From an optimization exercise on the open Yosys and OpenROAD flow, aimed at small area; shortcuts taken in it are not production practice. For this run, only the layout was checked, not whether the RTL still works. Power and IR drop assume default switching activity.

[design/flow/design.v]
module trit_tx (
    input  wire        clk,
    input  wire        rst,           
    input  wire        tick,          
    input  wire        cmd_valid,
    output wire        cmd_ready,
    input  wire [2:0]  cmd_op,
    input  wire [4:0]  cmd_ntrits,    
    input  wire [23:0] cmd_trits,     
    input  wire [15:0] cmd_period,
    input  wire [7:0]  cmd_replog,
    input  wire [31:0] cmd_a,         
    input  wire [31:0] cmd_b,         
    input  wire [2:0]  cmd_pin,
    output reg         rsp_valid,
    output reg  [2:0]  rsp_status,
    output reg  [31:0] rsp_word,
    output reg         rsp_same,
    output reg  [7:0]  pin_out
);
    localparam [2:0] OP_PACK        = 3'd0;
    localparam [2:0] OP_UNPACK      = 3'd1;
    localparam [2:0] OP_SAME_CODE   = 3'd2;
    localparam [2:0] OP_SEND_PACKED = 3'd3;
    localparam [2:0] OP_SEND_TRITS  = 3'd4;
    localparam [2:0] OP_SEND_PAIR   = 3'd5;
    localparam [2:0] S_OK              = 3'd0;
    localparam [2:0] S_E_OP_RESERVED   = 3'd1;
    localparam [2:0] S_E_TRIT_COUNT    = 3'd2;
    localparam [2:0] S_E_PERIOD_RANGE  = 3'd3;
    localparam [2:0] S_E_REPEAT_RANGE  = 3'd4;
    localparam [2:0] S_E_PAYLOAD_RANGE = 3'd5;
    localparam [2:0] S_E_RESERVED_CODE = 3'd6;
    localparam [1:0] PH_IDLE  = 2'd0;
    localparam [1:0] PH_WRITE = 2'd1;
    localparam [1:0] PH_WAIT  = 2'd2;
    localparam [1:0] PH_FINAL = 2'd3;
    localparam [1:0] C_FLOAT = 2'b10;
    localparam [1:0] C_HIGH  = 2'b11;
    function has_reserved_code(input [19:0] pl);
        integer i;
        begin
            has_reserved_code = 1'b0;
            for (i = 0; i < 10; i = i + 1)
                if (pl[2*i +: 2] == 2'b01)
                    has_reserved_code = 1'b1;
        end
    endfunction
    wire count_ok   = (cmd_ntrits == 5'd12);
    wire period_ok  = (cmd_period <= 16'd511);
    wire replog_ok  = (cmd_replog <= 8'd7);
    wire pa_ok      = (cmd_a <= 32'h000F_FFFF);
    wire pb_ok      = (cmd_b <= 32'h000F_FFFF);
    wire a_code_ok  = !has_reserved_code(cmd_a[19:0]);
    wire b_code_ok  = !has_reserved_code(cmd_b[19:0]);
    reg [2:0] cmd_status;
    always @(*) begin
        cmd_status = S_OK;
        case (cmd_op)
            OP_PACK, OP_SEND_TRITS: begin
                if (!count_ok)       cmd_status = S_E_TRIT_COUNT;
                else if (!period_ok) cmd_status = S_E_PERIOD_RANGE;
                else if (!replog_ok) cmd_status = S_E_REPEAT_RANGE;
            end
            OP_UNPACK, OP_SAME_CODE: cmd_status = S_OK;
            OP_SEND_PACKED: begin
                if (!a_code_ok)      cmd_status = S_E_RESERVED_CODE;
            end
            OP_SEND_PAIR: begin
                if (!period_ok)      cmd_status = S_E_PERIOD_RANGE;
                else if (!replog_ok) cmd_status = S_E_REPEAT_RANGE;
                else if (!pa_ok)     cmd_status = S_E_PAYLOAD_RANGE;
                else if (!pb_ok)     cmd_status = S_E_PAYLOAD_RANGE;
                else if (!a_code_ok) cmd_status = S_E_RESERVED_CODE;
                else if (!b_code_ok) cmd_status = S_E_RESERVED_CODE;
            end
            default:                 cmd_status = S_E_OP_RESERVED;
        endcase
    end
    wire is_send = (cmd_op == OP_SEND_PACKED) || (cmd_op == OP_SEND_TRITS) ||
                   (cmd_op == OP_SEND_PAIR);
    wire [31:0] pack_word = {cmd_period[8:0], cmd_replog[2:0], cmd_trits[19:0]};
    wire        same_code = (cmd_a[19:0] == cmd_b[19:0]);
    reg [1:0]  phase;
    reg        tel;           
    reg [6:0]  rep;           
    reg [3:0]  elem;          
    reg [2:0]  seg;           
    reg [13:0] wait_cnt;      
    reg [2:0]  lat_pin;
    reg [8:0]  lat_period;
    reg [2:0]  lat_replog;
    reg        lat_pair;      
    reg [23:0] lat_body0;
    reg [23:0] lat_body1;
    assign cmd_ready = (phase == PH_IDLE);
    wire accept = cmd_valid && cmd_ready;
    wire [23:0] cur_body = tel ? lat_body1 : lat_body0;
    wire [1:0]  cur_code = cur_body[(24 - 2 * elem) +: 2];
    reg        seg_level;
    reg [4:0]  seg_k;
    reg [2:0]  seg_count;
    always @(*) begin
        seg_count = 3'd2;
        if (elem == 4'd0) begin
            seg_level = (seg == 3'd0);
            seg_k     = (seg == 3'd0) ? 5'd1 : 5'd31;
        end else begin
            case (cur_code)
                C_HIGH: begin
                    seg_level = (seg == 3'd0);
                    seg_k     = (seg == 3'd0) ? 5'd5 : 5'd1;
                end
                C_FLOAT: begin
                    seg_level = (seg == 3'd0);
                    seg_k     = (seg == 3'd0) ? 5'd2 : 5'd4;
                end
                default: begin   
                    seg_level = (seg == 3'd0);
                    seg_k     = (seg == 3'd0) ? 5'd1 : 5'd5;
                end
            endcase
        end
    end
    wire [13:0] seg_ticks   = seg_k * lat_period;
    wire [7:0]  rep_total   = 8'd1 << lat_replog;
    wire        last_seg    = ({1'b0, seg} + 4'd1 >= {1'b0, seg_count});
    wire        last_elem   = (elem == 4'd12);
    wire        last_rep    = ({1'b0, rep} + 8'd1 >= rep_total);
    wire        last_tel    = (tel || !lat_pair);
    always @(posedge clk) begin
        if (rst) begin
            phase     <= PH_IDLE;
            rsp_valid <= 1'b0;
            pin_out   <= 8'd0;
        end else begin
            rsp_valid <= 1'b0;
            case (phase)
                PH_IDLE: begin
                    if (accept) begin
                        if (!is_send || cmd_status != S_OK) begin
                            rsp_valid  <= 1'b1;
                            rsp_status <= cmd_status;
                            rsp_word   <= 32'd0;
                            rsp_same   <= 1'b0;
                            if (cmd_status == S_OK) begin
                                if (cmd_op == OP_PACK)      rsp_word <= pack_word;
                                if (cmd_op == OP_UNPACK)    rsp_word <= cmd_a;
                                if (cmd_op == OP_SAME_CODE) rsp_same <= same_code;
                            end
                        end else begin
                            lat_pin <= cmd_pin;
                            case (cmd_op)
                                OP_SEND_TRITS: begin
                                    lat_period <= cmd_period[8:0];
                                    lat_replog <= cmd_replog[2:0];
                                    lat_pair   <= 1'b0;
                                    lat_body0  <= cmd_trits;
                                end
                                OP_SEND_PACKED: begin
                                    lat_period <= cmd_a[31:23];
                                    lat_replog <= cmd_a[22:20];
                                    lat_pair   <= 1'b0;
                                    lat_body0  <= {4'd0, cmd_a[19:0]};
                                end
                                default: begin   
                                    lat_period <= cmd_period[8:0];
                                    lat_replog <= cmd_replog[2:0];
                                    lat_pair   <= 1'b1;
                                    lat_body0  <= {4'd0, cmd_a[19:0]};
                                    lat_body1  <= {4'd0, cmd_b[19:0]};
                                end
                            endcase
                            tel   <= 1'b0;
                            rep   <= 7'd0;
                            elem  <= 4'd0;
                            seg   <= 3'd0;
                            phase <= PH_WRITE;
                        end
                    end
                end
                PH_WRITE: begin
                    pin_out[lat_pin] <= seg_level;
                    wait_cnt         <= seg_ticks;
                    phase            <= PH_WAIT;
                end
                PH_WAIT: begin
                    if (wait_cnt == 14'd0) begin
                        phase <= PH_WRITE;
                        if (!last_seg) begin
                            seg <= seg + 3'd1;
                        end else if (!last_elem) begin
                            seg  <= 3'd0;
                            elem <= elem + 4'd1;
                        end else if (!last_rep) begin
                            seg  <= 3'd0;
                            elem <= 4'd0;
                            rep  <= rep + 7'd1;
                        end else if (!last_tel) begin
                            seg  <= 3'd0;
                            elem <= 4'd0;
                            rep  <= 7'd0;
                            tel  <= 1'b1;
                        end else begin
                            phase <= PH_FINAL;
                        end
                    end else if (tick) begin
                        wait_cnt <= wait_cnt - 14'd1;
                    end
                end
                default: begin   
                    pin_out[lat_pin] <= 1'b0;
                    rsp_valid        <= 1'b1;
                    rsp_status       <= S_OK;
                    rsp_word         <= 32'd0;
                    rsp_same         <= 1'b0;
                    phase            <= PH_IDLE;
                end
            endcase
        end
    end
endmodule
[design/flow/run.sh]
#!/bin/bash
# synth_recipe.tcl (not shown) runs the flow's synth.tcl, then flattens the netlist and writes it again
# the make line also repeats each setting of config.mk as NAME=value (left out here)
make -C /OpenROAD-flow-scripts/flow DESIGN_CONFIG=/design/flow/config.mk WORK_HOME=/design/flow/orfs CLKGATE_MAP_FILE= SYNTH_SCRIPT=/design/flow/synth_recipe.tcl finish
[design/flow/config.mk]
export PLATFORM = sky130hd
export DESIGN_NAME = trit_tx
export DESIGN_NICKNAME = trit_tx
export VERILOG_FILES = /design/flow/design.v
export SDC_FILE = /design/flow/constraint.sdc
export NUM_CORES = 4
export LEC_CHECK = 0
export CAP_MARGIN = 20
export CORE_MARGIN = 2
export CORE_UTILIZATION = 40
export SLEW_MARGIN = 20
[design/flow/constraint.sdc]
create_clock -name core_clock -period 10.0 [get_ports {clk}]
set_input_delay 2.0000 -clock core_clock [delete_from_list [all_inputs] [get_ports {clk}]]
set_output_delay 2.0000 -clock core_clock [all_outputs]
set_load 0.01 [all_outputs]
==> summary.txt <==
status = no timing/DRC/antenna violations
clock skew = 14.2 ps
final global-route overflow total = 0
Final Non-Filler Cells = 1,252
critical path class = reg2reg
Clock Latency Late Sink = 430 ps
residual DRC count = 0
mapped cell area = 8770 um2
sequential area share after synthesis = 0.453
pin count of the biggest net entering global routing = 38
worst hold path class = reg2reg
reg2reg path depth = 23
Buffers on Ports = 172
DRT Wirelength = 22,300 um
final period utilization = 0.629
Arr. time, crit path = 6450 ps
CTS tree = yes
critical path data required time = 10,160 ps
Yosys warning total = 1
FP Rows = 54
fill count = 1,924
CP max-delay cell = edfxtp_1
nets@finish = 1,153
Yosys reg bits = 136
post-CTS setup buffer count = 0
power consumption = 0.00208 W
Reg-to-Reg Start = elem[0]
number of flops mapped to enable cells by yosys = 125
Routed wire per std cell = 17.8 um
layout cells sized above 1 = 0.101
Final Wtd Congestion = 0.819
flop2flop setup slack = 3710 ps
Fmax achieved = 159 MHz
DRT Pass-1 Iters = 5
Leak Pwr = 4.31 nW
max-cap viol count = 0
Max clock buf depth = 2
global-route wire length before repair = 35,200 um
Final Hold Fails = 0
hold_sp = pin_out[3]
clock root buffer = clkbuf_16
Setup crit end kind = flip-flop
IO Pins = 173
pwr/cell area = 181 nW/um2
Area after DPL = 10,800 um2
gr usage total = 0.194
worst rel slew slack = 0.368
critical path launch point type = flip-flop
first element of the critical path = elem[0]
CP Cell Sequence = inv_1 > ha_1 > mux4_2 > nand2_1 > o311ai_0 > a31oi_1 > nor2_2 > xnor2_2 > nand2_1 > fa_1 > inv_1 > fa_1 > inv_1 > fa_1 > inv_1 > ha_1 > nand2_1 > o21ai_0 > o311ai_0 > a31oi_1 > xnor2_1 > nor2_1 > a21oi_1
area growth from synthesis to layout = 30.5%
HPWL Detailed = 17,200 um
Final min period = 6290 ps
Unique masters post-synth = 72
clk sink count = 136
Min Hold Slack = 509 ps
Final Cell Area = 11,400 um2
DIE WIDTH = 152 um
total CTS buffers = 17
Most Frequent Cell on Critical Path = inv_1
antenna violations before repair = 0
Core ar. = 21,700 um2
initial core utilization = 0.404
drt first-iter violations = 322
worst setup path end = wait_cnt[13]
most frequent cells in the layout = 172 x clkdlybuf4s50_1, 125 x edfxtp_1, 74 x nor2_1
Setup-failing EPs final = 0
Syn Inst Count = 790
H-tree depth = 4
setup TNS = 0 ps
clk slew on worst S/H paths = 60 ps
max-slew violation count = 0
Worst VDD drop = 0.129 mV
number of global-route vias before repair = 6,552
PostCTS Resize Cnt = 0
RSZ-0062 raised after global routing = no
commonest non-fill, non-tap cell in the layout = clkdlybuf4s50_1
placed cells = 1,221
max incr delay on CP = 690 ps
die height = 152 um
ANT cells = 0
asr flop ratio synth = 0
worst-path maximum fanout = 15
hold depth = 2
Avg Inst Size Synth = 11.1 um2
ratio of routed vias to standard cells = 5.22
RR Endpoint = wait_cnt[13]
die area = 23,100 um2
Antenna Violating Nets Remaining = 0
via count = 6,538
measured slew at the worst slew-check pin = 946 ps
cts hold-fix bufs = 0
Top FF cell, synth = edfxtp_1
[synth_stat cells, types with 4 or more instances]
| library cell | number | area [um2] |
|---|---|---|
| a211oi_1 | 4 | 30.0 |
| nor3_1 | 21 | 105 |
| a22oi_1 | 39 | 293 |
| fa_1 | 20 | 400 |
| nor2_1 | 75 | 282 |
| o21ai_0 | 22 | 110 |
| edfxtp_1 | 125 | 3750 |
| xor2_1 | 27 | 236 |
| and3_1 | 10 | 62.6 |
| ha_1 | 46 | 576 |
| nand3_1 | 11 | 55.1 |
| mux2_2 | 29 | 327 |
| a31oi_1 | 7 | 43.8 |
| or2_2 | 5 | 31.3 |
| nand2_1 | 56 | 210 |
| a21o_1 | 4 | 30.0 |
| dfxtp_1 | 11 | 220 |
| mux4_1 | 9 | 236 |
| and2_1 | 12 | 75.1 |
| nor2b_1 | 18 | 113 |
| nor4_1 | 18 | 113 |
| o21a_1 | 5 | 37.5 |
| nand2b_1 | 15 | 93.8 |
| mux2i_1 | 6 | 60.1 |
| a21oi_1 | 15 | 75.1 |
| xnor2_1 | 20 | 175 |
| o22ai_1 | 4 | 25.0 |
| nand3b_1 | 8 | 60.1 |
| inv_1 | 62 | 233 |
| clkbuf_1 | 24 | 90.1 |
[worst max-delay path, delay by kind of cell (launching register included)]
| family | cells | cell delay, ps |
|---|---|---|
| adder cells (fa/ha/maj) | 5 | 2370 |
| flip-flops | 1 | 690 |
| buffers and inverters | 4 | 320 |
| multiplexers | 1 | 340 |
| AO/OA/AOI/OAI | 6 | 1310 |
| XOR/XNOR | 2 | 520 |
| AND/OR/NAND/NOR | 5 | 470 |
[final cells by class]
| type | count | area [um2] | share of cell area |
|---|---|---|---|
| multi-input combinational | 565 | 4490 | 0.393 |
| sequential | 136 | 3970 | 0.347 |
| timing repair buffer | 178 | 1770 | 0.154 |
| clock buffer | 18 | 429 | 0.0375 |
| tap | 280 | 350 | 0.0306 |
| inverter | 62 | 233 | 0.0204 |
| clock inverter | 13 | 191 | 0.0167 |
[worst min path at each step]
stage                            end
after floorplan           pin_out[1]
after global placement    pin_out[1]
after detailed placement  pin_out[3]
after CTS                 pin_out[3]
after global routing      pin_out[0]
final                     pin_out[3]
[state kept, by name, summed over array words and instances (netlist names), 2 cells and up]
register    flops
elem            4
lat_replog      3
rep             7
rsp_word       32
pin_out         8
rsp_status      3
lat_pin         3
phase           2
seg             3
lat_body0      24
wait_cnt       14
lat_body1      20
lat_period      9
[power by group]
group          switching [W]  internal, W
Combinational       0.000322     0.000299
Clock               0.000253     0.000419
Sequential         0.0000443     0.000738
Total               0.000619      0.00146
[kinds of logic (layout without fill, tap and decap cells)]
| logic type | count (synthesis) | count (layout) | share of synthesized area |
|---|---|---|---|
| fa+ha+maj | 66 | 66 | 0.111 |
| compound gates | 125 | 125 | 0.101 |
| other cells | 1 | 2 | 0.000428 |
| simple gates | 278 | 278 | 0.169 |
| buf+inv | 90 | 271 | 0.0398 |
| flops | 136 | 136 | 0.453 |
| mux | 46 | 46 | 0.0762 |
| xor+xnor | 48 | 48 | 0.0488 |
[layer usage]
metal  routed length, um  GRT usage  up-vias
met1               10400      0.265     3105
met3                1070     0.0416       26
met4                 436     0.0516        0
met2               10300      0.315      172
li1                    -          -     3235
met5                   0          0        -
[through the flow]
step                      worst slack, ps   util
after floorplan                      3270      -
after global placement               3890  0.498
after detailed placement             3710  0.498
after CTS                            3710  0.527
after global routing                 3230  0.527
final                                3710  0.527

-- static timing again, ports no longer ideal --
The results above use ideal ports. As a check the final layout listed here was re-extracted and re-timed, cells and wires unchanged.
Step 1 sets driving cells, clkbuf_16 on the clock port and buf_2 on the other inputs (assumed; they add their load-dependent delay and slew).
Step 2 moves the port delays by t, midway between the first and last clock arrival at a register: inputs arrive t later, outputs are due t later. That takes back most of the time a late clock gives input paths.
a / b / c = ideal ports / drivers / drivers and shift; a / b = the first two.
shift t [ns]: 0.463
setup WS [ns]: 3.707 / 3.707 / 3.707
clock arrival spread, ns: 0.015 / 0.014
After both steps setup and hold are still met in this run. The setup slack of this run moves by 0.000 ns with the drivers and by 0.000 ns with both steps.
